From an optimization exercise on the open Yosys and OpenROAD flow, aimed at small area and few clock cycles; shortcuts taken in it are not production practice. Function was checked by simulation only, so behaviour that the tests miss may differ from the original. Power is estimated from default activity; no workload was simulated.

===== flow/design.v =====
module cfb_top (
    input  wire        clk,
    input  wire        rst,
    input  wire        req_valid,
    output wire        req_ready,
    input  wire [7:0]  req_op,
    input  wire [7:0]  req_arg,
    input  wire [7:0]  req_len,
    input  wire [31:0] req_cap,
    input  wire        pl_valid,
    output wire        pl_ready,
    input  wire [7:0]  pl_data,
    output wire        rsp_valid,
    input  wire        rsp_ready,
    output reg  [7:0]  rsp_data,
    output wire        rsp_first,
    output wire        rsp_last,
    output wire        rsp_eop,
    output wire [1:0]  rsp_kind,
    output wire [2:0]  rsp_cause,
    output wire        tout_valid,
    input  wire        tout_ready,
    output reg  [7:0]  tout_data,
    output reg         tout_last,
    output wire        tin_req_valid,
    input  wire        tin_req_ready,
    output wire [4:0]  tin_req_len,
    input  wire        tin_valid,
    output wire        tin_ready,
    input  wire [7:0]  tin_data,
    input  wire        tr_valid,
    output wire        tr_ready,
    input  wire [1:0]  tr_kind,
    input  wire [5:0]  tr_count,
    input  wire [7:0]  tr_code,
    output wire [1:0]  cs_state,
    output wire [3:0]  spd_state
);
    localparam OP_XCHG  = 8'h01;
    localparam OP_SPEED = 8'h02;
    localparam OP_REV   = 8'h10;
    localparam OP_CSF   = 8'h11;
    localparam OP_TILE  = 8'h12;
    localparam S_IDLE  = 4'd0;
    localparam S_LOAD  = 4'd1;
    localparam S_CSON  = 4'd2;
    localparam S_TX    = 4'd3;
    localparam S_RXREQ = 4'd4;
    localparam S_RXDAT = 4'd5;
    localparam S_CSOFF = 4'd6;
    localparam S_SPD   = 4'd7;
    localparam S_RESP  = 4'd8;
    localparam S_DRAIN = 4'd9;
    localparam R_DONE    = 2'd0;
    localparam R_FAIL    = 2'd1;
    localparam R_TIMEOUT = 2'd2;
    localparam E_NONE    = 3'd0;
    localparam E_FAILED  = 3'd1;
    localparam E_TIMEOUT = 3'd2;
    localparam E_SHORTWR = 3'd3;
    localparam E_SHORTRD = 3'd4;
    localparam M_BUF  = 2'd0;    
    localparam M_TILE = 2'd1;
    localparam M_CSF  = 2'd2;
    localparam CS_UNKNOWN    = 2'd0;
    localparam CS_DEASSERTED = 2'd1;
    localparam CS_ASSERTED   = 2'd2;
    reg [3:0]  fsm;
    reg [1:0]  md;         
    reg        sel;        
    reg [7:0]  rem;        
    reg [1:0]  sr;         
    reg [4:0]  ss;         
    reg        p4;         
    reg        a8;         
    reg [7:0]  ob;         
    reg        obv;        
    reg [5:0]  cnt;        
    reg        wres;       
    reg [7:0]  hv;         
    reg [2:0]  cause;      
    reg        rhdr;       
    reg [1:0]  cs;
    reg        spd_set;
    reg [2:0]  spd;        
    reg [2:0]  preq;       
    reg [4:0]   rph;                        
    reg [4:0]   rs0, rs1, rs2, rs3;         
    reg [255:0] ring0, ring1, ring2, ring3;
    function [7:0] rev8(input [7:0] a);
        rev8 = {a[0], a[1], a[2], a[3], a[4], a[5], a[6], a[7]};
    endfunction
    reg  [4:0] rs_k;
    always @* begin
        case (sr)
            2'd0: rs_k = rs0;
            2'd1: rs_k = rs1;
            2'd2: rs_k = rs2;
            default: rs_k = rs3;
        endcase
    end
    wire [4:0] dpos   = rph - rs_k - ss;              
    wire       new_rg = !p4 && (ss == 5'd0);          
    wire       at_ent = new_rg || (dpos == 5'd0);
    wire [4:0] rpos   = dpos - 5'd1;                  
    wire       rx_skip = p4 && ({6'd31, ~sr} >= hv);
    wire       st_in  = (fsm == S_RXDAT) && tin_valid && at_ent && !rx_skip;
    wire       st_pl  = (fsm == S_LOAD) && pl_valid && at_ent;
    wire       st_we  = st_in || st_pl;
    wire [7:0] st_d   = (fsm == S_RXDAT) ? tin_data : pl_data;
    always @(posedge clk) begin
        ring0 <= {ring0[247:0], (st_we && sr == 2'd0) ? st_d : ring0[255:248]};
        ring1 <= {ring1[247:0], (st_we && sr == 2'd1) ? st_d : ring1[255:248]};
        ring2 <= {ring2[247:0], (st_we && sr == 2'd2) ? st_d : ring2[255:248]};
        ring3 <= {ring3[247:0], (st_we && sr == 2'd3) ? st_d : ring3[255:248]};
    end
    localparam TAP0 = 3, TAP1 = 6, TAP2 = 1, TAP3 = 4;
    wire [7:0] r0a [0:7];
    wire [7:0] r1a [0:3];
    wire [7:0] r2a [0:3];
    wire [7:0] r3a [0:3];
    genvar g;
    generate for (g = 0; g < 4; g = g + 1) begin : g_rd
        assign r1a[g] = ring1[64*g + 8*TAP1 +: 8];
        assign r2a[g] = ring2[64*g + 8*TAP2 +: 8];
        assign r3a[g] = ring3[64*g + 8*TAP3 +: 8];
    end endgenerate
    generate for (g = 0; g < 8; g = g + 1) begin : g_rd0
        assign r0a[g] = ring0[32*g + 8*(TAP0 % 4) +: 8];
    end endgenerate
    reg       at_tap;
    reg [7:0] st_q;
    always @* begin
        case (sr)
            2'd0: begin at_tap = (rpos[1:0] == TAP0 % 4); st_q = r0a[rpos[4:2]]; end
            2'd1: begin at_tap = (rpos[2:0] == TAP1); st_q = r1a[rpos[4:3]]; end
            2'd2: begin at_tap = (rpos[2:0] == TAP2); st_q = r2a[rpos[4:3]]; end
            default: begin at_tap = (rpos[2:0] == TAP3); st_q = r3a[rpos[4:3]]; end
        endcase
    end
    wire is_out = (fsm == S_CSON) || (fsm == S_TX) || (fsm == S_CSOFF) || (fsm == S_SPD);
    wire tx_pay = (fsm == S_TX) && (cnt != 6'd0);    
    always @* begin
        tout_data = 8'h00;
        tout_last = 1'b0;
        case (fsm)
            S_CSON: begin
                tout_last = (cnt[1:0] == 2'd3);
                case (cnt[1:0])
                    2'd0: tout_data = 8'hAB;
                    2'd1: tout_data = 8'hB6;
                    2'd2: tout_data = 8'h7F;
                    default: tout_data = 8'h20;
                endcase
            end
            S_CSOFF: begin
                tout_last = (cnt[1:0] == 2'd2);
                case (cnt[1:0])
                    2'd0: tout_data = 8'hAB;
                    2'd1: tout_data = 8'hB7;
                    default: tout_data = 8'h20;
                endcase
            end
            S_SPD: begin
                tout_last = (cnt[1:0] == 2'd2);
                case (cnt[1:0])
                    2'd0: tout_data = 8'hAA;
                    2'd1: tout_data = {5'b01100, preq};
                    default: tout_data = 8'h00;
                endcase
            end
            S_TX: begin
                tout_last = tx_pay && ((cnt == 6'd31) || (rem == 8'd1));
                tout_data = tx_pay ? rev8(pl_data) : 8'hA8;
            end
            default: ;
        endcase
    end
    assign tout_valid    = is_out && !wres && (!tx_pay || pl_valid);
    assign tin_req_valid = (fsm == S_RXREQ);
    assign tin_req_len   = cnt[4:0];
    assign tin_ready     = (fsm == S_RXDAT) && (at_ent || rx_skip);
    assign tr_ready      = (is_out && wres) || (fsm == S_RXDAT);
    assign req_ready     = (fsm == S_IDLE);
    assign pl_ready      = ((fsm == S_LOAD) && at_ent) || (fsm == S_DRAIN) ||
                           (tx_pay && !wres && tout_ready);
    wire pl_take  = pl_valid && pl_ready;
    wire out_take = tout_valid && tout_ready;
    wire       res_ok = (tr_kind == R_DONE) && (tr_count == cnt);
    reg  [2:0] res_cause;
    always @* begin
        case (tr_kind)
            R_FAIL:    res_cause = E_FAILED;
            R_TIMEOUT: res_cause = E_TIMEOUT;
            default:   res_cause = (fsm == S_RXDAT) ? E_SHORTRD : E_SHORTWR;
        endcase
    end
    wire [7:0] res_val = (tr_kind == R_FAIL)    ? tr_code :
                         (tr_kind == R_TIMEOUT) ? 8'd0 : {2'b00, tr_count};
    wire       first_err = (cause == E_NONE) && !res_ok;
    wire tile_eop = !a8 && ((cnt == 6'd30) || (rem == 8'd1));
    wire st_beat   = !rhdr && ((md == M_BUF) || ((md == M_TILE) && !a8));
    assign rsp_valid = (fsm == S_RESP) && (!st_beat || obv);
    wire rsp_take  = rsp_valid && rsp_ready;
    wire ob_free   = !obv || (rsp_take && st_beat);
    wire cap_more  = (md == M_TILE) ? (rem > {7'd0, obv}) : (hv > {7'd0, obv});
    wire cap       = (fsm == S_RESP) && (md != M_CSF) && (cause == E_NONE) &&
                     cap_more && at_tap && ob_free;
    assign rsp_first = rhdr;
    assign rsp_kind  = (cause != E_NONE) ? 2'd2 : {1'b0, md == M_TILE};
    assign rsp_cause = cause;
    assign rsp_last  = rhdr ? ((cause != E_NONE) || (hv == 8'd0)) :
                       (md == M_TILE) ? (!a8 && (rem == 8'd1)) : (hv == 8'd1);
    assign rsp_eop   = (md == M_TILE) && tile_eop;
    always @* begin
        if (rhdr)
            rsp_data = hv;
        else if (md == M_CSF) begin
            case ({sel, hv[2:0]})
                4'b1100: rsp_data = 8'hAB;
                4'b1011: rsp_data = 8'hB6;
                4'b1010: rsp_data = 8'h7F;
                4'b0011: rsp_data = 8'hAB;
                4'b0010: rsp_data = 8'hB7;
                default: rsp_data = 8'h20;
            endcase
        end else if (md == M_TILE && a8)
            rsp_data = 8'hA8;
        else
            rsp_data = rev8(ob);
    end
    assign cs_state  = cs;
    assign spd_state = {spd_set, spd};
    wire [7:0] keep = (req_cap < {24'd0, req_len}) ? req_cap[7:0] : req_len;
    wire [1:0] sr_np = (sr == 2'd3) ? 2'd3 : sr + 2'd1;
    wire [4:0] ss_np = (sr == 2'd3) ? 5'd31 : 5'd0;
    wire       p4_np = (sr == 2'd3);
    wire [1:0] sr_nb = p4 ? sr - 2'd1 : (ss == 5'd30) ? sr_np : sr;
    wire [4:0] ss_nb = p4 ? 5'd31 : (ss == 5'd30) ? ss_np : ss + 5'd1;
    wire       p4_nb = p4 || ((ss == 5'd30) && p4_np);
    always @(posedge clk) begin
        if (rst) begin
            fsm     <= S_IDLE;
            md      <= M_BUF;
            sel     <= 1'b0;
            rem     <= 8'd0;
            sr      <= 2'd0;
            ss      <= 5'd0;
            p4      <= 1'b0;
            a8      <= 1'b0;
            obv     <= 1'b0;
            cnt     <= 6'd0;
            wres    <= 1'b0;
            hv      <= 8'd0;
            cause   <= E_NONE;
            rhdr    <= 1'b0;
            cs      <= CS_UNKNOWN;
            spd_set <= 1'b0;
            spd     <= 3'd0;
            preq    <= 3'd0;
            rph     <= 5'd0;
        end else begin
            rph <= rph + 5'd1;
            if (st_we && new_rg && (sr == 2'd0)) rs0 <= rph;
            if (st_we && new_rg && (sr == 2'd1)) rs1 <= rph;
            if (st_we && new_rg && (sr == 2'd2)) rs2 <= rph;
            if (st_we && new_rg && (sr == 2'd3)) rs3 <= rph;
            case (fsm)
                S_IDLE: if (req_valid) begin
                    rem   <= req_len;
                    sr    <= 2'd0;
                    ss    <= 5'd0;
                    p4    <= 1'b0;
                    a8    <= 1'b1;
                    obv   <= 1'b0;
                    cnt   <= 6'd0;
                    wres  <= 1'b0;
                    rhdr  <= 1'b1;
                    cause <= E_NONE;
                    sel   <= req_arg[0];
                    md    <= M_BUF;
                    case (req_op)
                        OP_REV: begin
                            hv  <= 8'd1;
                            ob  <= req_arg;
                            obv <= 1'b1;
                            fsm <= S_RESP;
                        end
                        OP_CSF: begin
                            md  <= M_CSF;
                            hv  <= req_arg[0] ? 8'd4 : 8'd3;
                            fsm <= S_RESP;
                        end
                        OP_TILE: begin
                            md  <= M_TILE;
                            hv  <= req_len;
                            fsm <= (req_len == 0) ? S_RESP : S_LOAD;
                        end
                        OP_XCHG: begin
                            hv  <= keep;
                            fsm <= S_CSON;
                        end
                        OP_SPEED: begin
                            hv   <= 8'd0;
                            preq <= req_arg[2:0];
                            fsm  <= S_SPD;
                        end
                        default: ;
                    endcase
                end
                S_LOAD: if (st_pl) begin
                    hv <= hv - 8'd1;
                    sr <= sr_nb;
                    ss <= ss_nb;
                    p4 <= p4_nb;
                    if (hv == 8'd1) begin
                        hv  <= p4 ? 8'd5 : {6'd0, sr} + 8'd1;
                        sr  <= 2'd0;
                        ss  <= 5'd0;
                        p4  <= 1'b0;
                        fsm <= S_RESP;
                    end
                end
                S_DRAIN: if (pl_valid) begin
                    rem <= rem - 8'd1;
                    if (rem == 8'd1)
                        fsm <= S_RESP;
                end
                S_CSON, S_TX, S_CSOFF, S_SPD: begin
                    if (!wres) begin
                        if (pl_take)
                            rem <= rem - 8'd1;
                        if (out_take) begin
                            cnt <= cnt + 6'd1;
                            if (tout_last)
                                wres <= 1'b1;
                        end
                    end else if (tr_valid) begin
                        wres <= 1'b0;
                        cnt  <= 6'd0;
                        if (first_err) begin
                            cause <= res_cause;
                            hv    <= res_val;
                        end
                        case (fsm)
                            S_CSON: begin
                                cs  <= res_ok ? CS_ASSERTED : CS_UNKNOWN;
                                fsm <= (res_ok && rem != 8'd0) ? S_TX : S_CSOFF;
                            end
                            S_TX: begin
                                if (res_ok)
                                    cnt <= cnt - 6'd1;
                                fsm <= res_ok ? S_RXREQ : S_CSOFF;
                            end
                            S_CSOFF: begin
                                cs  <= res_ok ? CS_DEASSERTED : CS_UNKNOWN;
                                sr  <= 2'd0;
                                ss  <= 5'd0;
                                p4  <= 1'b0;
                                fsm <= (rem != 8'd0) ? S_DRAIN : S_RESP;
                            end
                            default: begin  
                                spd_set <= res_ok;
                                spd     <= res_ok ? preq : 3'd0;
                                fsm     <= S_RESP;
                            end
                        endcase
                    end
                end
                S_RXREQ: if (tin_req_ready)
                    fsm <= S_RXDAT;
                S_RXDAT: begin
                    if (tin_valid && tin_ready) begin
                        if (p4)
                            sr <= sr - 2'd1;
                        else
                            ss <= ss + 5'd1;
                    end
                    else if (!tin_valid && tr_valid) begin
                        cnt <= 6'd0;
                        sr  <= sr_np;
                        ss  <= ss_np;
                        p4  <= p4_np;
                        if (first_err) begin
                            cause <= res_cause;
                            hv    <= res_val;
                        end
                        fsm <= (res_ok && rem != 8'd0) ? S_TX : S_CSOFF;
                    end
                end
                S_RESP: begin
                    if (cap) begin
                        ob  <= st_q;
                        obv <= 1'b1;
                        sr <= sr_nb;
                        ss <= ss_nb;
                        p4 <= p4_nb;
                    end else if (rsp_take && st_beat)
                        obv <= 1'b0;
                    if (rsp_take) begin
                        if (rhdr)
                            rhdr <= 1'b0;
                        else if (md == M_TILE) begin
                            if (a8)
                                a8 <= 1'b0;
                            else begin
                                rem <= rem - 8'd1;
                                if (tile_eop) begin
                                    a8  <= 1'b1;
                                    cnt <= 6'd0;
                                end else
                                    cnt <= cnt + 6'd1;
                            end
                        end else
                            hv <= hv - 8'd1;
                        if (rsp_last)
                            fsm <= S_IDLE;
                    end
                end
                default: fsm <= S_IDLE;
            endcase
        end
    end
endmodule

===== flow/run.sh =====
#!/bin/bash
# synth_recipe.tcl (not shown) runs the flow's synth.tcl, then flattens the netlist and writes it again
# the make line also repeats each setting of config.mk as NAME=value (left out here)
make -C /OpenROAD-flow-scripts/flow DESIGN_CONFIG=/design/flow/config.mk WORK_HOME=/design/flow/orfs CLKGATE_MAP_FILE= SYNTH_SCRIPT=/design/flow/synth_recipe.tcl finish

===== flow/config.mk =====
export PLATFORM = sky130hd
export DESIGN_NAME = cfb_top
export DESIGN_NICKNAME = cfb_top
export VERILOG_FILES = /design/flow/design.v
export SDC_FILE = /design/flow/constraint.sdc
export NUM_CORES = 4
export LEC_CHECK = 0
export CAP_MARGIN = 20
export CORE_MARGIN = 2
export CORE_UTILIZATION = 40
export CTS_BUF_LIST = sky130_fd_sc_hd__clkbuf_8
export CTS_CLUSTER_DIAMETER = 60
export CTS_CLUSTER_SIZE = 15
export PLACE_DENSITY = 0.6
export SLEW_MARGIN = 20

===== flow/constraint.sdc =====
create_clock -name core_clock -period 10.0 [get_ports {clk}]
set_input_delay 2.0000 -clock core_clock [delete_from_list [all_inputs] [get_ports {clk}]]
set_output_delay 2.0000 -clock core_clock [all_outputs]
set_load 0.01 [all_outputs]

==> metrics.csv, run 1 <==
metric,value,unit
status,"complete, no violations",
row count,99,
Syn Nets,2305,
hold buffers post-CTS,0,
Total Power,0.007463,W
DR DRC count,0,
clk sink count,1110,
Starting Density,40.23,%
CP max FO,16,
worst skew pair latency,710,ps
max_slew headroom,26.40,%
Post-Route WL,59.86,mm
Critical Path AT,5820,ps
Most used DFF post-synth,dfxtp_1,
Final nets,2478,
setup TNS,0,ps
"leading cell types in the layout, fill and taps excluded","dfxtp_1 (1082), nand2_1 (160), clkdlybuf4s50_1 (138)",
final setup violation count,0,
maximum VDD drop,0.0001291,V
placed cell count,3199,
CTS Buffer Depth,3,
post-synth cell types,79,
max_cap viols,0,
sequential cell area fraction in the yosys report,76.92,%
global route hottest layer,met2,
die area,75310,sq um
drt first pass iters,7,
Post-CTS Setup Bufs,0,
unrepaired setup endpoints after global routing,no,
CTS root buf,clkbuf_8,
Max Clk Rate,127.9,MHz
#FFs+latches synth,1110,
met1 GRT Util,21.70,%
Mapped Avg Cell Area,13.55,sq um
critical path type,reg -> out,
synthesized instance count,2159,
I/O Buffers,139,
Worst-Margin Slew,1104,ps
Pwr per Cell Area,225.4,nW/um^2
ys async rst share,0,%
yosys warns,1,
clk slew on worst S/H paths,80,ps
first-pass GRT wire length,92.78,mm
Placer Congestion,0.9358,
cts repair resizes,0,
Die Wd,274.4,um
TritonCTS clock tree,built,
Finished Layout Cells,3316,
Syn Std Cell Area,29250,sq um
"EDFF count, synth",28,
vias in the first global route,15958,
Tcrit/Tclk final,78.19,%
DIE HEIGHT,274.4,um
FILL cells,6441,
layout cell share with drive strength beyond 1,8.234,%
Final Util,45.54,%
met2 usage,25.40,%
core box area,72710,sq um
maximum level of the CTS H-tree,3,
min-delay worst type,reg -> reg,
Fin. Hold Viols,0,
grt met3 use,3.109,%
minimum clock period,7819,ps
"commonest non-fill, non-tap cell in the layout",dfxtp_1,
Worst Path Required,8000,ps
initial antenna violation count,3,
Final ANT Viol Nets,0,
HPWL Detailed,40.11,mm
Critical Path Start Type,register,
CTS buffer count,90,
remaining global-route overflow,0,
Via density,4.770,
placed cell area,31620,sq um
Setup crit end kind,primary output,
max-slew violation count,0,
Avg WL per Cell,18.05,um
GRT Resource Usage Total,16.04,%
clock skew,49.81,ps
largest net degree at the start of global routing,64,
DR vias,15818,
Area Growth Syn to Fin,13.20,%
leak pwr,12.96,nW
Starting DRT DRC Count,1271,
final instance area,33120,sq um
I/O pin total,140,
-- cells by family (layout without fill, tap and decap cells) --
group                    after synthesis  in the layout  synth area share (%)
buffers and inverters                120            317                 1.771
XOR/XNOR                              29             29                 1.061
adder cells (fa/ha/maj)               49             49                 2.198
other                                  0              1                     0
multiplexers                          94             94                 3.918
AND/OR/NAND/NOR                      436            436                 6.826
AO/OA/AOI/OAI                        321            321                 7.306
flip-flops                          1110           1110                 76.92
-- layer usage --
| metal | routed length, um | vias to the layer above |
|---|---|---|
| li1 | - | 7648 |
| met1 | 27860 | 7580 |
| met2 | 26980 | 464 |
| met3 | 3173 | 126 |
| met4 | 1842 | 0 |
| met5 | 0 | - |
-- Yosys cell counts (all sizes together) (9+ instances only) --
| cell type | count | area (sq um) |
|---|---|---|
| a221oi | 9 | 78.83 |
| dfxtp | 1082 | 21660 |
| a21o | 9 | 67.56 |
| mux2 | 34 | 382.9 |
| a211oi | 15 | 130.1 |
| nor2b | 16 | 100.1 |
| ha | 45 | 563.0 |
| o31ai | 12 | 103.9 |
| o22ai | 28 | 175.2 |
| a31oi | 14 | 87.58 |
| xnor2 | 15 | 131.4 |
| edfxtp | 28 | 840.8 |
| xor2 | 10 | 87.58 |
| nor3 | 40 | 200.2 |
| nor2 | 115 | 431.7 |
| nor4 | 12 | 81.33 |
| a22oi | 13 | 97.59 |
| o21a | 12 | 90.09 |
| o21ai | 58 | 294.0 |
| a21oi | 92 | 464.2 |
| inv | 50 | 187.7 |
| nand3 | 36 | 192.7 |
| mux2i | 47 | 470.5 |
| clkbuf | 45 | 168.9 |
| mux4 | 13 | 292.8 |
| nand2 | 161 | 606.8 |
| nand4 | 14 | 87.58 |
| nand2b | 9 | 56.30 |
| buf | 24 | 157.6 |
-- worst max-delay path, cell delays in order (launching register included) --
cell             delay, ps
dfxtp_1                480
inv_1                  200
ha_1                   540
a222oi_1               440
nand2_1                 80
o21ai_0                110
fa_1                   490
inv_1                   70
ha_1                   140
nor2_1                  70
fa_1                   410
xor2_1                 570
and3_1                 320
nand3_4                160
nand2_1                150
nor2_1                  50
o21ai_0                260
clkdlybuf4s50_1        610
-- final cells by class --
class / count / area [sq um] / area share [%]
tap: 959 / 1200 / 3.623
inverter: 51 / 191.4 / 0.5781
antenna: 1 / 2.502 / 0.007557
clock inverter: 24 / 224.0 / 0.6763
clock buffer: 92 / 1266 / 3.824
sequential: 1110 / 22500 / 67.95
timing repair buffer: 150 / 1469 / 4.436
multi-input combinational: 929 / 6261 / 18.91
-- path summary, 6_finish.rpt --
kind,startpoint,to,slack (ps),depth (start not counted)
worst max register to register,sr[0],ob[2],3800,18
worst min register to register,ring3[76],ring3[84],290,0
worst min-delay path,ring3[76],ring3[84],290,0
worst max-delay path,sr[0],pl_ready,2180,17
-- through the flow --
stage	setup WS [ps]	hold WS, ps
finish	2181	290.2
global route	1780	300.5
CTS	2123	295.5
detailed placement	2918	312.1
global placement	2970	309.6
floorplan	4099	309.6
-- flip-flops by register name, indices dropped and copies added (netlist names), 2 cells and up --
signal,flops
fsm,4
ss,5
ob,8
cause,3
ring1,256
rem,8
ring2,256
rph,5
spd,3
cs,2
md,2
rs2,5
rs3,5
hv,8
ring3,256
rs1,5
preq,3
sr,2
ring0,256
cnt,6
rs0,5
-- report_power, final --
part	leakage, nW	switching, W	internal [W]
Combinational	3.19	0.000365	0.000233
Clock	0.793	0.00136	0.000870
Sequential	8.98	0.0000671	0.00457
Total	13.0	0.00179	0.00567
Testbench counts, summed over its fixed seeds: cycles 92,174.
==> run 2, diff against run 1 <==
==> flow/flow/run.sh (new file) <==
#!/bin/bash
# The standard layout (standard.sh, unchanged synthesis and steps), with
# each port buffer made from the smallest buffer cell instead of the cell that
# buffer_ports picks by itself. The whole make output goes to standard.log.
set -euo pipefail
export BUFFER_PORTS_ARGS="-buffer_cell sky130_fd_sc_hd__buf_1"
bash standard.sh > standard.log 2>&1
==> flow/standard.sh (new file) <==
#!/bin/bash
# synth_recipe.tcl (not shown) runs the flow's synth.tcl, then flattens the netlist and writes it again
# the make line also repeats each setting of config.mk as NAME=value (left out here)
make -C /OpenROAD-flow-scripts/flow DESIGN_CONFIG=/design/flow/config.mk WORK_HOME=/design/flow/orfs CLKGATE_MAP_FILE= SYNTH_SCRIPT=/design/flow/synth_recipe.tcl "${@:-finish}"
removed: flow/run.sh
==> run 2 against run 1 <==
Net effect:
- clock power about the same
- sequential share of layout area grew 1.8 points
- area after synthesis unchanged
- cell count is the same
- die area unchanged
- synthesized cell count is the same
- sequential cell count is the same
- combinational power down 6.7%
- routed wire length is 2.4% lower
- critical path type unchanged
- critical endpoint unchanged
- largest cell class unchanged
==> metrics.csv, run 2 <==
metric,value,unit
status,"complete, no violations",
Hold Crit Start,ring0[119],
Area Growth Syn to Fin,10.22,%
Synth top area share,74.05,%
row count,99,
CP max FO,16,
DR vias,15691,
dominant cell by count in the synthesized netlist,dfxtp_1,
I/O pin total,140,
minimum clock period,7486,ps
top post-synthesis cells by area,"dfxtp_1 (74%), edfxtp_1 (2.9%), nand2_1 (2.1%)",
clock network fraction of design power,30.0,%
Setup crit end kind,primary output,
Met3 Wirelength,2.794,mm
yosys warns,1,
max_cap viols,0,
Avg WL per Cell,17.62,um
Sequential Power Share,62.5,%
Post-CTS Setup Bufs,0,
Max Clk Rate,133.6,MHz
synthesized instance count,2159,
hold buffers post-CTS,0,
max incr delay on CP,590,ps
sequential cell area fraction in the yosys report,76.92,%
core box area,72710,sq um
Die Wd,274.4,um
critical path type,reg -> out,
Tcrit/Tclk final,74.86,%
max-slew violation count,0,
Min Hold Slack,306.1,ps
Starting DRT DRC Count,966,
maximum level of the CTS H-tree,3,
Final ANT Viol Nets,0,
max_slew headroom,30.04,%
cell at the slowest stage of the critical path,xor2_1,
Mapped Avg Cell Area,13.55,sq um
#FFs+latches synth,1110,
"leading cell types in the layout, fill and taps excluded","dfxtp_1 (1082), nand2_1 (160), buf_1 (138)",
drt first pass iters,6,
setup TNS,0,ps
"commonest non-fill, non-tap cell in the layout",dfxtp_1,
post-synth cell types,79,
Syn Std Cell Area,29250,sq um
"Critical Path, Cell by Cell","inv_1, ha_1, a222oi_1, nand2_1, o21ai_0, fa_1, inv_1, ha_1, nor2_1, fa_1, xor2_1, and3_1, nand3_4, nand2_1, nor2_1, o21ai_0, buf_1",
Final nets,2477,
clock skew,33.88,ps
Worst Path Required,8000,ps
reg2reg start,sr[0],
Critical Path AT,5490,ps
GRT Resource Usage Total,15.60,%
worst skew pair latency,710,ps
DR DRC count,0,
CP bufs+invs,3,
layout cell share with drive strength beyond 1,8.149,%
vias in the first global route,15802,
ys async rst share,0,%
CTS buffer count,89,
switching pwr,0.001770,W
initial antenna violation count,2,
cts repair resizes,0,
Post-Route WL,58.44,mm
"top cells by count, synth","dfxtp_1 (1082), nand2_1 (160), nor2_1 (115)",
Int Pwr,0.005641,W
Via density,4.732,
"EDFF count, synth",28,
CTS root buf,clkbuf_8,
Worst-Margin Slew,1049,ps
HPWL Detailed,39.98,mm
die area,75310,sq um
largest net degree at the start of global routing,64,
maximum VDD drop,0.00009065,V
clk sink count,1110,
Critical Path Start Type,register,
clk slew on worst S/H paths,90,ps
final setup violation count,0,
Fin. Hold Viols,0,
max layer used,met4,
met2 WL,26.56,mm
CP top delay family,adder cells,
WL met1,27.37,mm
switch share,23.89,%
min-delay worst type,reg -> reg,
leak pwr,12.59,nW
Most used DFF post-synth,dfxtp_1,
CTS Buffer Depth,3,
Yosys top cell by area,dfxtp_1,
Pwr per Cell Area,229.9,nW/um^2
DIE HEIGHT,274.4,um
unrepaired setup endpoints after global routing,no,
Syn Nets,2305,
TritonCTS clock tree,built,
CP Launch Point,sr[0],
I/O Buffers,139,
first-pass GRT wire length,90.29,mm
combinational share of power,7.5,%
Placer Congestion,0.8966,
remaining global-route overflow,0,
Starting Density,40.23,%
## run 2: layout make-up
class	count	area, sq um
clock buffers	91	1252
well taps	959	1200
diodes	1	2.502
repair buffers	150	605.6
inverters	51	191.4
fillers	6497	40470
flip-flops and latches	1110	22500
clock inverters	25	227.7
multi-input cells	929	6261
## run 2: final timing paths
| path | slack, ps | end | cells after the start |
|---|---|---|---|
| worst max-delay path | 2510 | pl_ready | 17 |
| worst min-delay path | 310 | ring0[127] | 0 |
| worst max register to register | 3750 | ob[6] | 18 |
| worst min register to register | 310 | ring0[127] | 0 |
## run 2: power groups by stage
stage | combinational [W] | clock (W) | sequential [W]
2_1_floorplan | 0.000384 | 0 | 0.00470
3_3_place_gp | 0.000547 | 0 | 0.00473
3_5_place_dp | 0.000554 | 0 | 0.00473
4_1_cts | 0.000557 | 0.00231 | 0.00463
5_1_grt | 0.000606 | 0.00248 | 0.00465
6_report | 0.000557 | 0.00222 | 0.00463
## run 2: routing by layer
layer,track usage [%],up-vias
met2,25.27,421
met5,0,-
met4,5.950,0
li1,-,7640
met1,20.73,7522
met3,2.916,108
## run 2: cells by family after synthesis
group / Yosys count / share of synthesized area [%]
XOR/XNOR: 29 / 1.061
buffers and inverters: 120 / 1.771
flip-flops: 1110 / 76.92
adder cells (fa/ha/maj): 49 / 2.198
multiplexers: 94 / 3.918
AND/OR/NAND/NOR: 436 / 6.826
AO/OA/AOI/OAI: 321 / 7.306
## run 2: per-stage QoR
stage	power [W]	setup WS [ps]	std cells	utilization, %	instance area, sq um
floorplan	0.005088	4099	2159	-	29250
global placement	0.005279	3395	3199	42.30	30760
detailed placement	0.005288	3283	3199	42.30	30760
CTS	0.007498	2433	3315	44.34	32240
global route	0.007731	2079	3316	44.34	32240
finish	0.007412	2514	3316	44.34	32240
==> run 3, diff against run 2 <==
--- a/flow/design.v
+++ b/flow/design.v
@@ -231,7 +231,7 @@
     end
     assign cs_state  = cs;
     assign spd_state = {spd_set, spd};
-    wire [7:0] keep = (req_cap < {24'd0, req_len}) ? req_cap[7:0] : req_len;
+    wire [7:0] keep = ((req_cap[31:8] == 24'd0) && (req_cap[7:0] < req_len)) ? req_cap[7:0] : req_len;
     wire [1:0] sr_np = (sr == 2'd3) ? 2'd3 : sr + 2'd1;
     wire [4:0] ss_np = (sr == 2'd3) ? 5'd31 : 5'd0;
     wire       p4_np = (sr == 2'd3);
==> run 3 against run 2 <==
Net effect:
- sequential cell count is the same
- area after synthesis is 1.0% lower
- total power up 11%
- clock skew rose by 3.4 ps
- combinational power grew to 2.7 times the previous value
- largest power group unchanged
- sequential power down 3%
- critical path depth unchanged
==> metrics.csv, run 3 <==
metric,value,unit
drt first pass iters,7,
clk sink count,1110,
CTS buffer count,90,
Placer Congestion,0.8901,
synthesized instance count,2097,
final setup violation count,0,
row count,98,
R2R depth,17,
critical path type,reg -> out,
die area,74540,sq um
Critical Path Start Type,register,
layout cell share with drive strength beyond 1,8.308,%
max_cap viols,0,
Starting DRT DRC Count,1369,
DR vias,15492,
minimum clock period,7433,ps
TritonCTS clock tree,built,
Synth top area share,74.82,%
clk slew on worst S/H paths,90,ps
Worst-Margin Slew,968.7,ps
"top cells by count, synth","dfxtp_1 (1082), nand2_1 (136), nor2_1 (96)",
Total Power,0.008200,W
ys async rst share,0,%
"leading cell types in the layout, fill and taps excluded","dfxtp_1 (1082), buf_1 (138), nand2_1 (136)",
post-synth cell types,76,
crit-path most repeated cell,o21ai_0,
Die Wd,273.0,um
CP max FO,14,
switch share,28.79,%
Avg WL per Cell,17.60,um
Setup crit end kind,primary output,
maximum VDD drop,0.0002951,V
leak pwr,12.36,nW
switching pwr,0.002361,W
top post-synthesis cells by area,"dfxtp_1 (75%), edfxtp_1 (2.9%), ha_1 (1.9%)",
unrepaired setup endpoints after global routing,no,
cell at the slowest stage of the critical path,ha_1,
cts repair resizes,0,
Min Hold Slack,307.6,ps
number of antenna diodes,0,
max incr delay on CP,550,ps
"EDFF count, synth",28,
remaining global-route overflow,0,
vias in the first global route,15490,
GRT Resource Usage Total,15.25,%
DIE HEIGHT,273.0,um
Fin. Hold Viols,0,
min-delay worst type,reg -> reg,
max_slew headroom,35.33,%
Int Pwr,0.005839,W
sequential cell area fraction in the yosys report,77.73,%
Yosys top cell by area,dfxtp_1,
Sequential Power Share,54.9,%
Post-CTS Setup Bufs,0,
Worst Path Required,8000,ps
core box area,71610,sq um
largest net degree at the start of global routing,64,
Critical Path AT,5430,ps
Tcrit/Tclk final,74.33,%
status,"complete, no violations",
"Critical Path, Cell by Cell","inv_1, ha_1, a222oi_1, nand2_1, o21ai_0, fa_1, inv_1, ha_1, nor2_1, fa_1, nor2b_1, o21ai_0, nand2b_1, xnor3_1, a21boi_0, o21ai_0, buf_1",
I/O pin total,140,
clock network fraction of design power,27.1,%
Most used DFF post-synth,dfxtp_1,
"commonest non-fill, non-tap cell in the layout",dfxtp_1,
DR DRC count,0,
yosys warns,1,
worst skew pair latency,700,ps
Post-Route WL,57.17,mm
Mapped Avg Cell Area,13.80,sq um
CTS root buf,clkbuf_8,
maximum level of the CTS H-tree,3,
dominant cell by count in the synthesized netlist,dfxtp_1,
combinational share of power,18.0,%
first-pass GRT wire length,88.51,mm
setup TNS,0,ps
CTS Buffer Depth,3,
hold buffers post-CTS,0,
Pwr per Cell Area,256.4,nW/um^2
Syn Std Cell Area,28950,sq um
I/O Buffers,139,
Starting Density,40.43,%
Via density,4.768,
Hold Path Depth,0,
#FFs+latches synth,1110,
Syn Nets,2243,
Area Growth Syn to Fin,10.45,%
clock skew,37.29,ps
Max Clk Rate,134.5,MHz
Final ANT Viol Nets,0,
Final nets,2417,
max-slew violation count,0,
initial antenna violation count,1,
HPWL Detailed,38.25,mm
==> run 3: stage by stage <==
stage / util (%) / setup slack, ps / std cells / instance area (sq um)
after floorplan: - / 4066 / 2097 / 28950
after global placement: 42.57 / 3415 / 3129 / 30480
after detailed placement: 42.58 / 3341 / 3129 / 30490
after CTS: 44.65 / 2498 / 3249 / 31970
after global routing: 44.65 / 2127 / 3249 / 31970
final: 44.65 / 2567 / 3249 / 31970
==> run 3: final timing paths <==
check | from | to | slack (ps)
worst min register to register | ring1[239] | ring1[247] | 310
worst min-delay path | ring1[239] | ring1[247] | 310
worst max register to register | sr[0] | ob[2] | 3530
worst max-delay path | sr[0] | pl_ready | 2570
==> run 3: worst max-delay path, delay by kind of cell, from the launching register on <==
| family | cells | cell delay, ps |
|---|---|---|
| flops | 1 | 490 |
| simple gates | 4 | 340 |
| fa+ha+maj | 4 | 1590 |
| buf+inv | 3 | 430 |
| compound gates | 5 | 1340 |
| xor+xnor | 1 | 530 |
==> run 3: logic make-up after synthesis <==
family	share of synthesized area [%]
flip-flops	77.73
AND/OR/NAND/NOR	6.656
AO/OA/AOI/OAI	6.695
buffers and inverters	1.664
multiplexers	4.002
adder cells (fa/ha/maj)	2.222
XOR/XNOR	1.033
==> run 3: final cells by class <==
class / instances / area, sq um
clock buffer: 92 / 1266
clock inverter: 28 / 219.0
fill: 6473 / 39630
inverter: 45 / 168.9
multi-input combinational: 873 / 6017
sequential: 1110 / 22500
tap: 950 / 1189
timing repair buffer: 151 / 613.1
==> run 3: metal layers <==
layer  track usage (%)  vias up  wire length (um)
li1                  -     7451                 -
met1             21.53     7472             27430
met5                 0        -                 0
met2             23.48      458             25290
met4             4.918        0              1400
met3             3.093      111              3053
==> run 3: power groups by stage <==
stage / Combinational, W / Clock, W / Sequential, W
global route: 0.00162 / 0.00247 / 0.00450
global placement: 0.00145 / 0 / 0.00460
finish: 0.00148 / 0.00222 / 0.00450
CTS: 0.00149 / 0.00230 / 0.00450
detailed placement: 0.00148 / 0 / 0.00460
floorplan: 0.00103 / 0 / 0.00458
Testbench counts of run 3, summed over its fixed seeds: cycles 92,174.
==> run 4, diff against run 3 <==
==> flow/flow/run.sh (replaced) <==
#!/bin/bash
# The standard layout (standard.sh, unchanged synthesis and steps), with
# each port buffer made from the smallest buffer cell instead of the cell that
# buffer_ports picks by itself, and a clock tree without dummy loads.
# The whole make output goes to standard.log.
set -euo pipefail
export BUFFER_PORTS_ARGS="-buffer_cell sky130_fd_sc_hd__buf_1"
export CTS_ARGS="-sink_clustering_enable -repair_clock_nets -sink_clustering_size 15 -sink_clustering_max_diameter 60 -buf_list sky130_fd_sc_hd__clkbuf_8 -dont_use_dummy_load"
bash standard.sh > standard.log 2>&1
--- a/flow/config.mk
+++ b/flow/config.mk
@@ -7,9 +7,9 @@
 export LEC_CHECK = 0
 export CAP_MARGIN = 20
 export CORE_MARGIN = 2
-export CORE_UTILIZATION = 40
+export CORE_UTILIZATION = 65
 export CTS_BUF_LIST = sky130_fd_sc_hd__clkbuf_8
 export CTS_CLUSTER_DIAMETER = 60
 export CTS_CLUSTER_SIZE = 15
-export PLACE_DENSITY = 0.6
+export PLACE_DENSITY = 0.8
 export SLEW_MARGIN = 20
==> run 4 against run 3 <==
Net effect:
- die area down 38%
- largest cell class unchanged
- critical path depth did not move
- worst hold slack worse by 37 ps
- cell count fell by 12%
- area after synthesis stayed put
- clock power decreased by 9%
- register-to-register slack lost 120 ps
- combinational power about the same
- routed wire length fell by 1.3%
==> metrics.csv, run 4 <==
metric,value,unit
hold buffers post-CTS,0,
CP max FO,19,
CTS buffer count,88,
max_slew headroom,27.20,%
Via density,5.461,
Setup crit end kind,primary output,
final instance area,31230,sq um
leak pwr,12.19,nW
maximum VDD drop,0.0001923,V
"leading cell types in the layout, fill and taps excluded","dfxtp_1 (1082), buf_1 (138), nand2_1 (136)",
Max Clk Rate,134.5,MHz
CP top delay family,adder cells,
Syn Std Cell Area,28950,sq um
Fin. Hold Viols,0,
remaining global-route overflow,0,
largest net degree at the start of global routing,64,
setup TNS,0,ps
max incr delay on CP,820,ps
DIE HEIGHT,215.0,um
Die Wd,215.0,um
Avg WL per Cell,19.75,um
Area Growth Syn to Fin,7.875,%
"top cells by count, synth","dfxtp_1 (1082), nand2_1 (136), nor2_1 (96)",
initial antenna violation count,0,
CTS root buf,clkbuf_8,
layout cell share with drive strength beyond 1,7.414,%
Mapped Avg Cell Area,13.80,sq um
clk sink count,1110,
"Critical Path, Cell by Cell","inv_1, ha_1, a222oi_1, nand2_1, o21ai_0, fa_1, inv_1, ha_1, nor2_1, fa_1, nor2b_1, o21ai_0, nand2b_1, xnor3_1, a21boi_0, o21ai_0, buf_1",
maximum level of the CTS H-tree,3,
CTS Buffer Depth,3,
crit-path most repeated cell,o21ai_0,
Met3 Wirelength,3.850,mm
Starting Density,65.61,%
Post-CTS Setup Bufs,0,
DR vias,15608,
Critical Path Start Type,register,
I/O Buffers,139,
Syn Nets,2243,
critical path type,reg -> out,
min-delay worst type,reg -> reg,
first-pass GRT wire length,87.19,mm
Min Hold Slack,271.1,ps
ys async rst share,0,%
Critical Path AT,5430,ps
die area,46240,sq um
#FFs+latches synth,1110,
"commonest non-fill, non-tap cell in the layout",dfxtp_1,
post-synth cell types,76,
Pwr per Cell Area,255.8,nW/um^2
sequential cell area fraction in the yosys report,77.73,%
met2 WL,25.90,mm
row count,77,
Worst Path Required,8000,ps
core box area,44120,sq um
I/O pin total,140,
status,"complete, no violations",
WL met1,25.02,mm
Most used DFF post-synth,dfxtp_1,
Placer Congestion,0.9095,
unrepaired setup endpoints after global routing,no,
max_cap viols,0,
Post-Route WL,56.45,mm
HPWL Detailed,37.61,mm
cts repair resizes,0,
DR DRC count,0,
vias in the first global route,15694,
Synth top area share,74.82,%
"EDFF count, synth",28,
synthesized instance count,2097,
CP bufs+invs,3,
worst skew pair latency,680,ps
final setup violation count,0,
number of antenna diodes,0,
top post-synthesis cells by area,"dfxtp_1 (75%), edfxtp_1 (2.9%), ha_1 (1.9%)",
cell at the slowest stage of the critical path,ha_1,
clk slew on worst S/H paths,90,ps
Final nets,2414,
minimum clock period,7435,ps
GRT Resource Usage Total,24.47,%
TritonCTS clock tree,built,
Worst-Margin Slew,1088,ps
placed cell area,30020,sq um
Tcrit/Tclk final,74.35,%
Yosys top cell by area,dfxtp_1,
max-slew violation count,0,
max layer used,met4,
clock skew,70.85,ps
Final ANT Viol Nets,0,
yosys warns,1,
Starting DRT DRC Count,1277,
dominant cell by count in the synthesized netlist,dfxtp_1,
drt first pass iters,6,
[run 4: layout make-up]
type	instances	area, sq um
clock buffer	88	1211
fill	2929	12900
inverter	45	168.9
multi-input combinational	873	6001
sequential	1110	22500
tap	592	740.7
timing repair buffer	150	605.6
[run 4: logic make-up after synthesis]
| kind of cell | Yosys count | share of synthesized area, % |
|---|---|---|
| adder cells (fa/ha/maj) | 49 | 2.222 |
| AND/OR/NAND/NOR | 410 | 6.656 |
| multiplexers | 82 | 4.002 |
| buffers and inverters | 114 | 1.664 |
| AO/OA/AOI/OAI | 303 | 6.695 |
| flip-flops | 1110 | 77.73 |
| XOR/XNOR | 29 | 1.033 |
[run 4: layer usage]
layer	up-vias	GRT usage, %
met4	0	9.425
met5	-	0
li1	7422	-
met1	7487	33.29
met2	588	38.76
met3	111	5.322
[run 4: worst paths after layout]
kind,startpoint,slack (ps),depth (start not counted),endpoint
setup / recovery,sr[0],2570,17,pl_ready
hold / removal,ring3[232],270,0,ring3[240]
setup reg to reg,sr[0],3410,19,ob[6]
hold reg to reg,ring3[232],270,0,ring3[240]
[run 4: metrics by stage]
stage          cells  power (W)  util (%)  setup WS [ps]
4_1_cts         2858   0.008027     70.77           2587
5_1_grt         2858   0.008313     70.77           2306
6_report        2858   0.007987     70.77           2565
3_3_place_gp    2770   0.005984     68.03           3434
2_1_floorplan   2097   0.005611         -           4066
3_5_place_dp    2770   0.006043     68.03           3300
[run 4: worst reg2reg max path, stage by stage, from the launching register on]
cell	delay, ps
dfxtp_1	390
inv_1	200
ha_1	820
a222oi_1	260
nand2_1	110
o21ai_0	100
fa_1	480
inv_1	80
ha_1	150
nor2_1	70
fa_1	430
xor2_1	340
nand3_1	270
xnor2_4	690
buf_4	500
nand3_1	580
o21ai_1	400
o41ai_1	130
a221oi_1	290
a21oi_1	110
[run 4: report_power, final]
group          switching (W)  total (W)  internal [W]
Clock                0.00125    0.00203      0.000788
Sequential         0.0000411    0.00450       0.00446
Combinational       0.000933    0.00145      0.000522
Total                0.00222    0.00799       0.00577
==> run 5, diff against run 4 <==
--- a/flow/config.mk
+++ b/flow/config.mk
@@ -7,9 +7,9 @@
 export LEC_CHECK = 0
 export CAP_MARGIN = 20
 export CORE_MARGIN = 2
-export CORE_UTILIZATION = 65
+export CORE_UTILIZATION = 40
 export CTS_BUF_LIST = sky130_fd_sc_hd__clkbuf_8
 export CTS_CLUSTER_DIAMETER = 60
 export CTS_CLUSTER_SIZE = 15
-export PLACE_DENSITY = 0.8
+export PLACE_DENSITY = 0.6
 export SLEW_MARGIN = 20
==> run 5 against run 4 <==
Net effect:
- critical endpoint unchanged
- highest routed layer unchanged
- still clean
- register-to-register slack better by 100 ps
- synthesized cell count unchanged
- setup slack better by 17 ps
==> metrics.csv, run 5 <==
metric,value,unit
TritonCTS clock tree,built,
CTS root buf,clkbuf_8,
Starting DRT DRC Count,1194,
"Critical Path, Cell by Cell","inv_1, ha_1, a222oi_1, nand2_1, o21ai_0, fa_1, inv_1, ha_1, nor2_1, fa_1, nor2b_1, o21ai_0, nand2b_1, xnor3_1, a21boi_0, o21ai_0, buf_1",
r2r setup slk,3510,ps
worst skew pair latency,700,ps
core box area,71610,sq um
global route hottest layer,met2,
switching pwr,0.002265,W
Final ANT Viol Nets,0,
min-delay worst type,reg -> reg,
Area Growth Syn to Fin,9.599,%
max_cap viols,0,
reg2reg start,sr[0],
remaining global-route overflow,0,
combinational share of power,18.3,%
worst setup path endpoint,pl_ready,
Tcrit/Tclk final,74.18,%
hold buffers post-CTS,0,
cts repair resizes,0,
dominant cell by count in the synthesized netlist,dfxtp_1,
top post-synthesis cells by area,"dfxtp_1 (75%), edfxtp_1 (2.9%), ha_1 (1.9%)",
GRT Resource Usage Total,15.20,%
leak pwr,12.21,nW
status,"complete, no violations",
register area,22500,sq um
Post-Route WL,56.93,mm
"EDFF count, synth",28,
Setup crit end kind,primary output,
Via density,4.794,
row count,98,
Fin. Hold Viols,0,
DR vias,15433,
minimum clock period,7418,ps
met1 GRT Util,21.46,%
Min Hold Slack,264.8,ps
Worst-Margin Slew,943.4,ps
layout cell share with drive strength beyond 1,7.580,%
"commonest non-fill, non-tap cell in the layout",dfxtp_1,
Int Pwr,0.005778,W
maximum level of the CTS H-tree,3,
CTS buffer count,90,
vias in the first global route,15479,
clock skew,63.58,ps
largest net degree at the start of global routing,64,
R2R depth,17,
clock network fraction of design power,25.7,%
Die Wd,273.0,um
FILL cells,6486,
grt met3 use,2.838,%
Pwr per Cell Area,253.5,nW/um^2
DIE HEIGHT,273.0,um
post-synth cell types,76,
Avg WL per Cell,17.69,um
yosys warns,1,
Sequential Power Share,55.9,%
"leading cell types in the layout, fill and taps excluded","dfxtp_1 (1082), buf_1 (138), nand2_1 (136)",
synthesized instance count,2097,
maximum VDD drop,0.0002921,V
#FFs+latches synth,1110,
sequential cell area fraction in the yosys report,77.73,%
setup TNS,0,ps
HPWL Detailed,38.25,mm
Synth top area share,74.82,%
DR DRC count,0,
CTS Buffer Depth,3,
clk sink count,1110,
Syn Nets,2243,
Critical Path Start Type,register,
Post-CTS Setup Bufs,0,
critical path type,reg -> out,
Worst R2R End,ob[2],
number of antenna diodes,0,
switch share,28.16,%
CP max FO,14,
max_slew headroom,36.80,%
cell at the slowest stage of the critical path,ha_1,
max incr delay on CP,560,ps
Mapped Avg Cell Area,13.80,sq um
Most used DFF post-synth,dfxtp_1,
I/O Buffers,139,
final setup violation count,0,
CP Launch Point,sr[0],
Critical Path AT,5420,ps
Worst Path Required,8000,ps
crit-path most repeated cell,o21ai_0,
drt first pass iters,6,
Yosys top cell by area,dfxtp_1,
clk slew on worst S/H paths,90,ps
Final nets,2417,
max-slew violation count,0,
Max Clk Rate,134.8,MHz
Starting Density,40.43,%
die area,74540,sq um
Placer Congestion,0.8901,
first-pass GRT wire length,88.16,mm
unrepaired setup endpoints after global routing,no,
"top cells by count, synth","dfxtp_1 (1082), nand2_1 (136), nor2_1 (96)",
ys async rst share,0,%
I/O pin total,140,
Syn Std Cell Area,28950,sq um
initial antenna violation count,1,
met2 usage,23.31,%
area of the multi-input gates,6017,sq um
## run 5: cell counts after synthesis
No cell type changed its count.
## run 5: routing by layer
metal,wire length [um],vias up
li1,-,7426
met4,1625,0
met1,27400,7420
met3,2978,122
met2,24930,465
met5,0,-
## run 5: worst min path at each step
| stage | startpoint | to | slack [ps] | cells after the start |
|---|---|---|---|---|
| floorplan | ring0[96] | ring0[104] | 310 | 0 |
| global placement | ring3[104] | ring3[112] | 310 | 0 |
| detailed placement | ring0[246] | ring0[254] | 310 | 0 |
| CTS | ring3[61] | ring3[69] | 270 | 0 |
| global route | ring3[61] | ring3[69] | 260 | 0 |
| finish | ring3[61] | ring3[69] | 260 | 0 |
## run 5: stage by stage
stage | setup WS, ps | util, % | instance area (sq um) | power (W) | std cells
final | 2582 | 44.31 | 31730 | 0.008043 | 3219
after floorplan | 4066 | - | 28950 | 0.005611 | 2097
after global routing | 2197 | 44.31 | 31730 | 0.008422 | 3219
after detailed placement | 3341 | 42.58 | 30490 | 0.006080 | 3129
after CTS | 2553 | 44.31 | 31730 | 0.008128 | 3219
after global placement | 3415 | 42.57 | 30480 | 0.006053 | 3129
## run 5: area by class of cell
| class | instances | share of cell area, % |
|---|---|---|
| inverters | 45 | 0.5324 |
| repair buffers | 151 | 1.932 |
| clock buffers | 90 | 3.904 |
| well taps | 950 | 3.746 |
| multi-input cells | 873 | 18.96 |
| flip-flops and latches | 1110 | 70.92 |
## run 5: logic make-up after synthesis
family / share of synthesized area (%)
buffers and inverters: 1.664
adders and majority gates: 2.222
DFF: 77.73
xor gates and xnor gates: 1.033
and+or+nand+nor: 6.656
AOI/OAI and AO/OA: 6.695
muxes: 4.002
## run 5: critical path, delay by kind of cell (launching register included)
family | cells | cell delay, ps
AO/OA/AOI/OAI | 5 | 1350
XOR/XNOR | 1 | 540
adder cells (fa/ha/maj) | 4 | 1600
buffers and inverters | 3 | 440
flip-flops | 1 | 480
AND/OR/NAND/NOR | 4 | 350
## run 5: power groups by stage
stage	Sequential (W)	Clock [W]	Combinational [W]
after CTS	0.00450	0.00214	0.00149
after global routing	0.00450	0.00230	0.00162
final	0.00450	0.00207	0.00147
after floorplan	0.00458	0	0.00103
after detailed placement	0.00460	0	0.00148
after global placement	0.00460	0	0.00145
==> run 6, diff against run 5 <==
==> flow/flow/run.sh (replaced) <==
#!/bin/bash
# The standard layout (standard.sh, unchanged synthesis and steps), with
# each port buffer made from the smallest buffer cell instead of the cell that
# buffer_ports picks by itself, and a clock tree without dummy loads.
# The whole make output goes to standard.log.
set -euo pipefail
export BUFFER_PORTS_ARGS="-buffer_cell sky130_fd_sc_hd__buf_1"
export CTS_ARGS="-sink_clustering_enable -repair_clock_nets -sink_clustering_size 27 -sink_clustering_max_diameter 90 -buf_list sky130_fd_sc_hd__clkbuf_16 -dont_use_dummy_load"
bash standard.sh > standard.log 2>&1
--- a/flow/config.mk
+++ b/flow/config.mk
@@ -8,8 +8,8 @@
 export CAP_MARGIN = 20
 export CORE_MARGIN = 2
 export CORE_UTILIZATION = 40
-export CTS_BUF_LIST = sky130_fd_sc_hd__clkbuf_8
-export CTS_CLUSTER_DIAMETER = 60
-export CTS_CLUSTER_SIZE = 15
+export CTS_BUF_LIST = sky130_fd_sc_hd__clkbuf_16
+export CTS_CLUSTER_DIAMETER = 90
+export CTS_CLUSTER_SIZE = 27
 export PLACE_DENSITY = 0.6
 export SLEW_MARGIN = 20
==> run 6 against run 5 <==
Net effect:
- global-route usage down 0.29 points
- count of clock-buffer cells in the layout decreased by 43
- cell count is 1.3% lower
- setup slack improved by 89 ps
- sequential power hardly changed
- first-iteration DRC count rose by 0.59%
- area after synthesis stayed put
- register-to-register slack got worse by 20 ps
- combinational power barely moved
- synthesized cell count stayed put
- die area did not move
- largest cell class unchanged
- largest power group unchanged
- highest routed layer unchanged
==> metrics.csv, run 6 <==
metric,value,unit
Final ANT Viol Nets,0,
CTS buffer count,47,
CTS Buffer Depth,3,
number of antenna diodes,0,
initial antenna violation count,1,
Fin. Hold Viols,0,
#FFs+latches synth,1110,
Avg WL per Cell,17.77,um
maximum VDD drop,0.0002969,V
Worst Path Required,8000,ps
Critical Path Start Type,register,
largest net degree at the start of global routing,64,
Worst-Margin Slew,962.2,ps
CP Launch Point,sr[0],
Setup crit end kind,primary output,
hold path endpoint,ring1[64],
status,"complete, no violations",
final instance area,31670,sq um
Pwr per Cell Area,254.3,nW/um^2
Finished Layout Cells,3176,
placed cell count,3129,
hold buffers post-CTS,0,
setup TNS,0,ps
maximum level of the CTS H-tree,2,
synthesized instance count,2097,
dominant cell by count in the synthesized netlist,dfxtp_1,
vias in the first global route,15061,
first-pass GRT wire length,86.89,mm
"top cells by count, synth","dfxtp_1 (1082), nand2_1 (136), nor2_1 (96)",
layout cell share with drive strength beyond 1,5.795,%
clk sink count,1110,
max_cap viols,0,
R2R depth,17,
yosys warns,1,
DR DRC count,0,
Starting DRT DRC Count,1201,
DR vias,15249,
top post-synthesis cells by area,"dfxtp_1 (75%), edfxtp_1 (2.9%), ha_1 (1.9%)",
max-slew violation count,0,
HPWL Detailed,38.25,mm
Syn Nets,2243,
reg2reg start,sr[0],
Tcrit/Tclk final,73.28,%
min-delay worst type,reg -> reg,
leak pwr,12.15,nW
I/O pin total,140,
CTS root buf,clkbuf_16,
Mapped Avg Cell Area,13.80,sq um
final setup violation count,0,
GRT Resource Usage Total,14.91,%
Final Util,44.22,%
Final WS setup,2672,ps
"commonest non-fill, non-tap cell in the layout",dfxtp_1,
Area Growth Syn to Fin,9.383,%
max_slew headroom,35.54,%
row count,98,
Final nets,2374,
"leading cell types in the layout, fill and taps excluded","dfxtp_1 (1082), buf_1 (138), nand2_1 (136)",
sequential cell area fraction in the yosys report,77.73,%
pre-CTS setup slack,3341,ps
Via density,4.801,
clock skew,58.59,ps
DIE HEIGHT,273.0,um
Post-Route WL,56.44,mm
Hold Crit Start,ring1[56],
ys async rst share,0,%
Yosys top cell by area,dfxtp_1,
Critical Path AT,5330,ps
critical path type,reg -> out,
worst skew pair latency,610,ps
post-synth cell types,76,
die area,74540,sq um
Placer Congestion,0.8901,
I/O Buffers,139,
unrepaired setup endpoints after global routing,no,
r2r setup slk,3490,ps
"EDFF count, synth",28,
Syn Std Cell Area,28950,sq um
Max Clk Rate,136.5,MHz
remaining global-route overflow,0,
Most used DFF post-synth,dfxtp_1,
drt first pass iters,8,
cts repair resizes,0,
placed cell area,30490,sq um
clk slew on worst S/H paths,100,ps
TritonCTS clock tree,built,
Die Wd,273.0,um
Worst R2R End,ob[2],
Post-CTS Setup Bufs,0,
minimum clock period,7328,ps
core box area,71610,sq um
Hold Path Depth,0,
CP max FO,14,
Starting Density,40.43,%
Synth top area share,74.82,%
run 6: cell counts after synthesis:
Identical to the previous run, type by type.
run 6: cell type report:
type | instances | area, sq um
Clock buffer | 47 | 1176
Fill cell | 6473 | 39940
Inverter | 45 | 168.9
Multi-Input combinational cell | 873 | 6017
Sequential cell | 1110 | 22500
Tap cell | 950 | 1189
Timing Repair Buffer | 151 | 613.1
run 6: kinds of logic after synthesis:
logic type               synth area share (%)
buffers and inverters                   1.664
flip-flops                              77.73
XOR/XNOR                                1.033
AO/OA/AOI/OAI                           6.695
multiplexers                            4.002
AND/OR/NAND/NOR                         6.656
adder cells (fa/ha/maj)                 2.222
run 6: layer usage:
metal / GRT usage [%] / share of wire (%) / vias to the layer above
met5: 0 / 0 / -
met4: 4.846 / 2.9 / 0
met3: 1.977 / 5.0 / 106
met2: 23.20 / 44 / 448
met1: 21.52 / 48 / 7341
li1: - / - / 7354
run 6: how the worst max path moves through the flow:
| stage | end | slack (ps) | cells after the start |
|---|---|---|---|
| final | pl_ready | 2670 | 17 |
| after global routing | pl_ready | 2270 | 17 |
| after CTS | pl_ready | 2640 | 17 |
| after detailed placement | pl_ready | 3340 | 17 |
| after global placement | pl_ready | 3410 | 17 |
| after floorplan | pl_ready | 4070 | 18 |
run 6: stage by stage:
step	hold slack, ps	power, W
after floorplan	309.6	0.005611
after global placement	309.7	0.006053
after detailed placement	312.1	0.006080
after CTS	310.5	0.008119
after global routing	308.1	0.008403
final	310.6	0.008051
run 6: where the power goes:
group          leakage, nW  internal [W]  switching (W)  total [W]
sequential            8.97       0.00446      0.0000420    0.00450
combinational         2.60      0.000517       0.000964    0.00148
clock                0.579      0.000845        0.00123    0.00207
total                 12.1       0.00582        0.00223    0.00805
run 6: worst max-delay path, stage by stage, from the launching register on:
cell and delay [ps]:
dfxtp_1 490, inv_1 190, ha_1 560, a222oi_1 450
nand2_1 90, o21ai_0 110, fa_1 470, inv_1 70
ha_1 130, nor2_1 60, fa_1 430, nor2b_1 130
o21ai_0 80, nand2b_1 80, xnor3_1 540, a21boi_0 450
o21ai_0 240, buf_1 170
==> run 7, diff against run 6 <==
==> flow/flow/run.sh (replaced) <==
#!/bin/bash
# The standard layout (standard.sh, unchanged synthesis and steps), with
# each port buffer made from the smallest buffer cell instead of the cell that
# buffer_ports picks by itself, and a clock tree without dummy loads.
# The whole make output goes to standard.log.
set -euo pipefail
export BUFFER_PORTS_ARGS="-buffer_cell sky130_fd_sc_hd__buf_1"
export CTS_ARGS="-sink_clustering_enable -repair_clock_nets -sink_clustering_size 8 -sink_clustering_max_diameter 40 -buf_list sky130_fd_sc_hd__clkbuf_4 -dont_use_dummy_load"
bash standard.sh > standard.log 2>&1
--- a/flow/config.mk
+++ b/flow/config.mk
@@ -8,8 +8,8 @@
 export CAP_MARGIN = 20
 export CORE_MARGIN = 2
 export CORE_UTILIZATION = 40
-export CTS_BUF_LIST = sky130_fd_sc_hd__clkbuf_16
-export CTS_CLUSTER_DIAMETER = 90
-export CTS_CLUSTER_SIZE = 27
+export CTS_BUF_LIST = sky130_fd_sc_hd__clkbuf_4
+export CTS_CLUSTER_DIAMETER = 40
+export CTS_CLUSTER_SIZE = 8
 export PLACE_DENSITY = 0.6
 export SLEW_MARGIN = 20
==> run 7 against run 6 <==
Net effect:
- routed wire length increased by 2.4%
- maximum frequency decreased by 4.7%
- die area is the same
- combinational power about the same
- area after synthesis stayed put
- critical path depth unchanged
- sequential power about the same
- sequential share of layout area shrank 0.14 points
- largest cell class unchanged
- largest power group unchanged
- highest routed layer unchanged
==> metrics.csv, run 7 <==
metric,value,unit
"EDFF count, synth",28,
Via density,4.826,
core box area,71610,sq um
HPWL Detailed,38.25,mm
clk slew on worst S/H paths,80,ps
I/O pin total,140,
Tcrit/Tclk final,76.88,%
worst skew pair latency,1000,ps
vias in the first global route,16288,
initial antenna violation count,3,
Placer Congestion,0.8901,
Starting Density,40.43,%
DR vias,15906,
Avg WL per Cell,17.54,um
Post-Route WL,57.82,mm
"top cells by count, synth","dfxtp_1 (1082), nand2_1 (136), nor2_1 (96)",
I/O Buffers,139,
Int Pwr,0.005726,W
max_slew headroom,33.55,%
DR DRC count,0,
final setup violation count,0,
hold path endpoint,ring3[137],
Most used DFF post-synth,dfxtp_1,
GRT Resource Usage Total,15.62,%
Worst-Margin Slew,991.8,ps
Finished Layout Cells,3296,
clk sink count,1110,
Sequential Power Share,56.0,%
maximum VDD drop,0.0002906,V
Critical Path AT,5690,ps
max-slew violation count,0,
max_cap viols,0,
switching pwr,0.002304,W
hold buffers post-CTS,0,
clock network fraction of design power,25.6,%
min-delay worst type,reg -> reg,
row count,98,
switch share,28.69,%
Starting DRT DRC Count,1344,
cell at the slowest stage of the critical path,ha_1,
Post-CTS Setup Bufs,0,
die area,74540,sq um
ys async rst share,0,%
"Critical Path, Cell by Cell","inv_1, ha_1, a222oi_1, nand2_1, o21ai_0, fa_1, inv_1, ha_1, nor2_1, fa_1, nor2b_1, o21ai_0, nand2b_1, xnor3_1, a21boi_0, o21ai_0, buf_1",
DIE HEIGHT,273.0,um
critical path type,reg -> out,
Fin. Hold Viols,0,
reg2reg start,sr[0],
setup TNS,0,ps
Final ANT Viol Nets,0,
status,"complete, no violations",
leak pwr,12.32,nW
Final nets,2491,
crit-path most repeated cell,o21ai_0,
Die Wd,273.0,um
Pwr per Cell Area,253.1,nW/um^2
#FFs+latches synth,1110,
combinational share of power,18.4,%
Total Power,0.008030,W
Hold Path Depth,0,
top post-synthesis cells by area,"dfxtp_1 (75%), edfxtp_1 (2.9%), ha_1 (1.9%)",
drt first pass iters,5,
Worst R2R End,ob[2],
r2r setup slk,3450,ps
CTS buffer count,164,
yosys warns,1,
Area Growth Syn to Fin,9.599,%
placed cell count,3129,
cts repair resizes,0,
Syn Nets,2243,
unrepaired setup endpoints after global routing,no,
maximum level of the CTS H-tree,4,
remaining global-route overflow,0,
Hold Crit Start,ring3[129],
Mapped Avg Cell Area,13.80,sq um
layout cell share with drive strength beyond 1,10.50,%
clock skew,100.9,ps
minimum clock period,7688,ps
R2R depth,17,
CTS Buffer Depth,3,
max incr delay on CP,580,ps
CP Launch Point,sr[0],
Synth top area share,74.82,%
largest net degree at the start of global routing,64,
CTS root buf,clkbuf_4,
Worst Path Required,8000,ps
first-pass GRT wire length,89.73,mm
TritonCTS clock tree,built,
FILL cells,6525,
CP max FO,14,
dominant cell by count in the synthesized netlist,dfxtp_1,
synthesized instance count,2097,
post-synth cell types,76,
Setup crit end kind,primary output,
"leading cell types in the layout, fill and taps excluded","dfxtp_1 (1082), clkbuf_4 (164), buf_1 (138)",
sequential cell area fraction in the yosys report,77.73,%
Critical Path Start Type,register,
Yosys top cell by area,dfxtp_1,
Syn Std Cell Area,28950,sq um
"commonest non-fill, non-tap cell in the layout",dfxtp_1,
Max Clk Rate,130.1,MHz
==> run 7: cell counts after synthesis <==
No cell type changed its count.
==> run 7: kinds of logic after synthesis <==
group | Yosys count | synth area share [%]
compound gates | 303 | 6.695
mux | 82 | 4.002
fa+ha+maj | 49 | 2.222
simple gates | 410 | 6.656
buf+inv | 114 | 1.664
xor+xnor | 29 | 1.033
flops | 1110 | 77.73
==> run 7: power groups by stage <==
| stage | logic, W | registers, W | clock network [W] |
|---|---|---|---|
| final | 0.00148 | 0.00450 | 0.00205 |
| after floorplan | 0.00103 | 0.00458 | 0 |
| after global placement | 0.00145 | 0.00460 | 0 |
| after CTS | 0.00148 | 0.00450 | 0.00215 |
| after detailed placement | 0.00148 | 0.00460 | 0 |
| after global routing | 0.00161 | 0.00450 | 0.00233 |
==> run 7: worst max path at each step <==
stage	endpoint	slack [ps]	cells after the start
after global placement	pl_ready	3410	17
after floorplan	pl_ready	4070	18
after detailed placement	pl_ready	3340	17
final	pl_ready	2310	17
after CTS	pl_ready	2210	17
after global routing	pl_ready	1890	17
==> run 7: metrics by stage <==
| stage | util, % | hold WS [ps] | instance area (sq um) | setup WS, ps |
|---|---|---|---|---|
| floorplan | - | 309.6 | 28950 | 4066 |
| global placement | 42.57 | 309.7 | 30480 | 3415 |
| detailed placement | 42.58 | 312.1 | 30490 | 3341 |
| CTS | 44.30 | 223.5 | 31720 | 2208 |
| global route | 44.31 | 225.4 | 31730 | 1890 |
| finish | 44.31 | 234.1 | 31730 | 2312 |
==> run 7: final cells by class <==
cell class	count	area (sq um)	area share (%)
sequential	1110	22500	70.92
multi-input combinational	873	6017	18.96
clock buffer	164	1231	3.880
tap	950	1189	3.746
timing repair buffer	151	613.1	1.932
inverter	45	168.9	0.5324
antenna	3	7.507	0.02366
==> run 7: critical path, delay by kind of cell (launching register included) <==
kind / cells / cell delay (ps)
and+or+nand+nor: 4 / 360
adders and majority gates: 4 / 1620
DFF: 1 / 470
xor gates and xnor gates: 1 / 540
buffers and inverters: 3 / 440
AOI/OAI and AO/OA: 5 / 1340
==> run 7: routing by layer <==
metal,global-route usage [%],part of all wire (%),vias to the layer above
met4,7.363,2.8,0
met3,3.778,5.7,133
met5,0,0,-
met1,21.25,47,7633
met2,23.47,44,498
li1,-,-,7642

[what the ideal ports hide]
Ports are ideal in the flow. The routed layouts listed here were re-timed in OpenROAD.
Step 1 assumes that a clkbuf_16 drives the clock port and a buf_2 every other input.
Step 2 times the ports against the registers' clock, not the clock port: input delays grow and output delays shrink by t, the midpoint of the rising clock arrivals with the driver on.
Three values: ideal ports, drivers, drivers and shift; two values: the first two.
run | shift t [ns] | slack for setup (ns) | cell pins on the clock port's net
run 1 | 0.738 | 2.181 / 2.125 / 2.863 | 1
run 2 | 0.748 | 2.514 / 2.456 / 3.204 | 1
run 3 | 0.735 | 2.567 / 2.511 / 3.246 | 1
run 4 | 0.704 | 2.565 / 2.510 / 3.214 | 1
run 5 | 0.712 | 2.582 / 2.529 / 3.240 | 1
run 6 | 0.637 | 2.672 / 2.616 / 3.254 | 1
run 7 | 1.000 | 2.312 / 2.257 / 3.257 | 1
After both steps setup and hold are still met in every run listed.
